This design comes from an exercise in tuning for small area, a short achievable clock period and few clock cycles on the open sky130 flow, not from production work. Only simulation tests tie the RTL to the original design; equivalence was not proved.

== run A ==
==> flow/design.v <==
module qd_core (
    input  wire        clk,
    input  wire        rst,             
    input  wire        req_valid,
    output wire        req_ready,
    input  wire [31:0] req_value,
    input  wire [31:0] req_cursor,
    input  wire [31:0] req_capacity,
    output wire        wr_valid,
    output wire [31:0] wr_addr,
    output wire [15:0] wr_data,
    output wire [1:0]  wr_be,
    output wire        rsp_valid,
    output wire [31:0] rsp_cursor,
    output wire [3:0]  rsp_len,
    output wire        rsp_status
);
    function [3:0] stp;
        input [3:0] x;
        begin
            stp[3] = (x[0] & x[2]) | (x[1] & x[2]);
            stp[2] = (~x[0] & ~x[1] & x[2]) | (x[0] & x[3]);
            stp[1] = (x[1] & ~x[2]) | (~x[0] & ~x[1] & x[2]) | (x[0] & x[1]) | (x[3]);
            stp[0] = (x[0] & ~x[2]) | (~x[0] & x[2]) | (x[3]);
        end
    endfunction
    function [3:0] dec;
        input [3:0] x;
        begin
            dec[3] = (x[0] & x[1] & x[3]);
            dec[2] = (x[2] & ~x[3]) | (~x[0] & x[3]) | (~x[1] & x[3]);
            dec[1] = (~x[0] & x[1]) | (x[1] & ~x[2] & ~x[3]) | (x[0] & ~x[1] & x[3]);
            dec[0] = (x[0] & ~x[2] & ~x[3]) | (~x[0] & x[3]) | (x[2] & x[3]);
        end
    endfunction
    function [11:0] dec8;
        input [7:0] b;
        reg   [11:0] s, t;
        reg   [12:0] ext;
        integer i, d;
        begin
            s = 12'd0;
            for (i = 0; i < 8; i = i + 1) begin
                ext = {s, b[7 - i]};
                for (d = 0; d < 3; d = d + 1)
                    t[4*d +: 4] = stp({s[4*d +: 3], ext[4*d]});
                s = t;
            end
            dec8 = s;
        end
    endfunction
    function [39:0] dd8;
        input [39:0] acc;
        input [7:0]  b;
        reg   [39:0] s, t;
        reg   [40:0] ext;
        integer i, d;
        begin
            s = acc;
            for (i = 0; i < 8; i = i + 1) begin
                ext = {s, b[7 - i]};
                for (d = 0; d < 10; d = d + 1)
                    if (d <= 7 || (d == 8 && i >= 2) || (d == 9 && i >= 5))
                        t[4*d +: 4] = stp({s[4*d +: 3], ext[4*d]});
                    else
                        t[4*d +: 4] = 4'd0;
                s = t;
            end
            dd8 = s;
        end
    endfunction
    reg         conv;        
    reg         beat;        
    reg         rsp;         
    reg         ready;       
    reg         st;          
    reg  [1:0]  cnt;         
    reg  [23:0] vlo;         
    reg  [39:0] bcd;         
    reg  [2:0]  p;           
    reg         single;      
    reg  [3:0]  len;         
    reg  [31:0] cur;         
    wire        cap_small  = (req_capacity[31:4] == 28'd0) && (req_capacity[3:0] < 4'd10);
    wire        nz3     = |req_value[31:24];
    wire        nz2     = |req_value[23:16];
    wire        nz1     = |req_value[15:8];
    wire [1:0]  top     = nz3 ? 2'd3 : nz2 ? 2'd2 : nz1 ? 2'd1 : 2'd0;
    wire [7:0]  topbyte = nz3 ? req_value[31:24] : nz2 ? req_value[23:16] :
                          nz1 ? req_value[15:8]  : req_value[7:0];
    wire [11:0] top_dec = dec8(topbyte);
    wire        small_ge10  = (req_value[7:0] >= 8'd10);
    wire        small_ge100 = (req_value[7:0] >= 8'd100);
    wire [7:0]  nxt_byte = (cnt == 2'd3) ? vlo[23:16] : (cnt == 2'd2) ? vlo[15:8] : vlo[7:0];
    wire [39:0] bcd_step = dd8(bcd, nxt_byte);
    wire        pz4 = |bcd_step[39:32];
    wire        pz3 = |bcd_step[31:24];
    wire        pz2 = |bcd_step[23:16];
    wire        pz1 = |bcd_step[15:8];
    wire [2:0]  p_step = pz4 ? 3'd4 : pz3 ? 3'd3 : pz2 ? 3'd2 : pz1 ? 3'd1 : 3'd0;
    wire        odd_step = pz4 ? ~|bcd_step[39:36] : pz3 ? ~|bcd_step[31:28] :
                           pz2 ? ~|bcd_step[23:20] : pz1 ? ~|bcd_step[15:12] :
                           ~|bcd_step[7:4];
    reg  [7:0] pair;
    always @(*) begin
        case (p)
            3'd4:    pair = bcd[39:32];
            3'd3:    pair = bcd[31:24];
            3'd2:    pair = bcd[23:16];
            3'd1:    pair = bcd[15:8];
            default: pair = bcd[7:0];
        endcase
    end
    wire [1:0]  step_len = beat ? (single ? 2'd1 : 2'd2) : 2'd0;
    wire        inc_c1   = cur[0] & step_len[0];
    wire        inc_h1   = cur[1] ^ step_len[1];
    wire        inc_c2   = (cur[1] & step_len[1]) | (inc_h1 & inc_c1);
    wire [31:0] cur_next;
    assign cur_next[0] = cur[0] ^ step_len[0];
    assign cur_next[1] = inc_h1 ^ inc_c1;
    genvar gi;
    generate
        for (gi = 2; gi < 32; gi = gi + 1) begin : g_inc
            if (gi == 2) begin : g_first
                assign cur_next[gi] = cur[gi] ^ inc_c2;
            end else begin : g_rest
                assign cur_next[gi] = cur[gi] ^ (inc_c2 & (&cur[gi-1:2]));
            end
        end
    endgenerate
    assign req_ready  = ready;
    assign wr_valid   = beat & ~rst;
    assign wr_addr    = cur;
    assign wr_data    = {4'h3, dec(pair[3:0]), 4'h3, dec(single ? pair[3:0] : pair[7:4])};
    assign wr_be      = {~single, 1'b1};
    assign rsp_valid  = rsp & ~rst;
    assign rsp_cursor = cur_next;
    assign rsp_len    = len;
    assign rsp_status = st;
    always @(posedge clk) begin
        if (rst) begin
            conv  <= 1'b0;
            beat  <= 1'b0;
            rsp   <= 1'b0;
            ready <= 1'b1;
        end else if (req_valid && ready) begin
            cur <= req_cursor;
            if (cap_small) begin
                st    <= 1'b1;
                len   <= 4'd0;
                conv  <= 1'b0;
                beat  <= 1'b0;
                rsp   <= 1'b1;
                ready <= 1'b1;
            end else begin
                st  <= 1'b0;
                vlo <= req_value[23:0];
                cnt <= top;
                bcd <= {28'd0, top_dec};
                if (top == 2'd0) begin
                    conv   <= 1'b0;
                    beat   <= 1'b1;
                    p      <= {2'd0, small_ge100};
                    single <= ~small_ge10 | small_ge100;
                    len    <= small_ge100 ? 4'd3 : small_ge10 ? 4'd2 : 4'd1;
                    rsp    <= ~small_ge100;
                    ready  <= ~small_ge100;
                end else begin
                    conv  <= 1'b1;
                    beat  <= 1'b0;
                    rsp   <= 1'b0;
                    ready <= 1'b0;
                end
            end
        end else if (conv) begin
            bcd <= bcd_step;
            cnt <= cnt - 2'd1;
            if (cnt == 2'd1) begin
                conv   <= 1'b0;
                beat   <= 1'b1;
                p      <= p_step;
                single <= odd_step;
                len    <= {p_step, 1'b0} + 4'd2 - {3'd0, odd_step};
                rsp    <= (p_step == 3'd0);
                ready  <= (p_step == 3'd0);
            end
        end else if (beat) begin
            cur    <= cur_next;
            single <= 1'b0;
            p      <= p - 3'd1;
            rsp    <= (p == 3'd1);
            ready  <= (p[2:1] == 2'd0);
            if (p == 3'd0) beat <= 1'b0;
        end else begin
            rsp   <= 1'b0;
            ready <= 1'b1;
        end
    end
endmodule
export LEC_CHECK = 0
export ABC_AREA = 1
export CAP_MARGIN = 20
export CORE_MARGIN = 2
export CORE_UTILIZATION = 40
export SLEW_MARGIN = 20
create_clock -name core_clock -period 16.0 [get_ports {clk}]
standard.sh (not shown) runs the stock make flow with config.mk's settings and CLKGATE_MAP_FILE= SYNTH_SCRIPT=/design/flow/synth_recipe.tcl, a recipe that flattens the netlist after the stock synthesis.
==> flow/flow/run.sh <==
#!/bin/bash
# Layout flow: the standard synthesis and layout (standard.sh), with two
# changes to how the layout is made:
#  - the port buffers that global placement inserts are buf_1 cells rather
#    than the delay-buffer cells buffer_ports picks on its own;
set -euo pipefail
export BUFFER_PORTS_ARGS="-buffer_cell sky130_fd_sc_hd__buf_1"
export SETUP_SLACK_MARGIN="${QD_SETUP_MARGIN:-9.5}"
bash standard.sh synth > log_synth.txt 2>&1
bash standard.sh floorplan > log_floorplan.txt 2>&1
bash standard.sh place > log_place.txt 2>&1
bash standard.sh cts > log_cts.txt 2>&1
bash standard.sh route > log_route.txt 2>&1
bash standard.sh finish > log_finish.txt 2>&1
Run A reached the end of the flow, and the finished layout is clean on the timing, design-rule and antenna checks.
Testbench counts of run A, summed over its fixed seeds: cycles 15,321.
### run A -> run B
--- a/flow/design.v
+++ b/flow/design.v
@@ -78,12 +78,13 @@
     reg  [23:0] vlo;         
     reg  [39:0] bcd;         
     reg  [2:0]  p;           
     reg         single;      
     reg  [3:0]  len;         
     reg  [31:0] cur;         
+    reg  [2:0]  blk;         
     wire        cap_small  = (req_capacity[31:4] == 28'd0) && (req_capacity[3:0] < 4'd10);
     wire        nz3     = |req_value[31:24];
     wire        nz2     = |req_value[23:16];
     wire        nz1     = |req_value[15:8];
     wire [1:0]  top     = nz3 ? 2'd3 : nz2 ? 2'd2 : nz1 ? 2'd1 : 2'd0;
     wire [7:0]  topbyte = nz3 ? req_value[31:24] : nz2 ? req_value[23:16] :
@@ -118,19 +119,26 @@
     wire [31:0] cur_next;
     assign cur_next[0] = cur[0] ^ step_len[0];
     assign cur_next[1] = inc_h1 ^ inc_c1;
     genvar gi;
     generate
         for (gi = 2; gi < 32; gi = gi + 1) begin : g_inc
-            if (gi == 2) begin : g_first
-                assign cur_next[gi] = cur[gi] ^ inc_c2;
-            end else begin : g_rest
-                assign cur_next[gi] = cur[gi] ^ (inc_c2 & (&cur[gi-1:2]));
-            end
+            localparam integer J = (gi - 2) / 8;     
+            localparam integer B = 8 * J + 2;        
+            wire blocks_below = (J == 0) ? 1'b1 : &blk[(J == 0 ? 0 : J - 1):0];
+            wire bits_below   = (gi == B) ? 1'b1 : &cur[(gi == B ? B : gi - 1):B];
+            assign cur_next[gi] = cur[gi] ^ (inc_c2 & blocks_below & bits_below);
         end
     endgenerate
+    function [2:0] blocks;
+        input [31:0] c;
+        integer j;
+        begin
+            for (j = 0; j < 3; j = j + 1) blocks[j] = &c[8*j+2 +: 8];
+        end
+    endfunction
     assign req_ready  = ready;
     assign wr_valid   = beat & ~rst;
     assign wr_addr    = cur;
     assign wr_data    = {4'h3, dec(pair[3:0]), 4'h3, dec(single ? pair[3:0] : pair[7:4])};
     assign wr_be      = {~single, 1'b1};
     assign rsp_valid  = rsp & ~rst;
@@ -142,12 +150,13 @@
             conv  <= 1'b0;
             beat  <= 1'b0;
             rsp   <= 1'b0;
             ready <= 1'b1;
         end else if (req_valid && ready) begin
             cur <= req_cursor;
+            blk <= blocks(req_cursor);
             if (cap_small) begin
                 st    <= 1'b1;
                 len   <= 4'd0;
                 conv  <= 1'b0;
                 beat  <= 1'b0;
                 rsp   <= 1'b1;
@@ -183,12 +192,13 @@
                 len    <= {p_step, 1'b0} + 4'd2 - {3'd0, odd_step};
                 rsp    <= (p_step == 3'd0);
                 ready  <= (p_step == 3'd0);
             end
         end else if (beat) begin
             cur    <= cur_next;
+            blk    <= blocks(cur_next);
             single <= 1'b0;
             p      <= p - 3'd1;
             rsp    <= (p == 3'd1);
             ready  <= (p[2:1] == 2'd0);
             if (p == 3'd0) beat <= 1'b0;
         end else begin
==> results.txt <==
Run B: share of the cycle needed by the critical path after routing 3.9 points below run A. Share of the synthesized netlist area taken by xor and xnor gates ends up lower on run B. The end point of the critical path comes out rsp_cursor[28] in one run and wr_valid in the other, namely in run A and run B respectively. Relative to run A, number of gates resized after cts has decreased by 36% in run B. Compared with run A, number of buffers outside the clock class in the layout in run B decreased by a few percent. Summary: with run A as the reference, count of cell types in the netlist in run B moved up by more than 10%. Run B vs. run A: fraction of standard cell area in multi-input logic now sits lower, synthesis-to-layout area growth now sits lower, maximum number of pins on one net before global-route repair now sits higher, synthesized cell count now sits higher, setup slack now sits higher.
Testbench counts of run B, summed over its fixed seeds: cycles 15,321.

-- separate check: timing with driven ports --
The results above use ideal ports. As a check the final layouts listed here were re-extracted and re-timed, cells and wires unchanged. Step 1: set_driving_cell puts a clkbuf_16 on clk and a buf_2 on each other input, an assumption about the parent block. Step 2, shift: input delay + t, output delay - t, t = (earliest + latest rising clock arrival at the registers) / 2. This alone moves slack from input paths to output paths. a / b / c = ideal / step 1 / step 2; a / b = the first two.
run	t (ns)	slack for setup (ns)	latest minus earliest clock arrival (ns)
run A	0.408	8.651 / 8.604 / 9.013	0.021 / 0.021
run B	0.459	9.277 / 9.230 / 9.022	0.014 / 0.014
After both steps every run listed still meets setup and hold. The setup slack of run B, which loses most, moves by -0.047 ns with the drivers and by -0.255 ns with both steps.
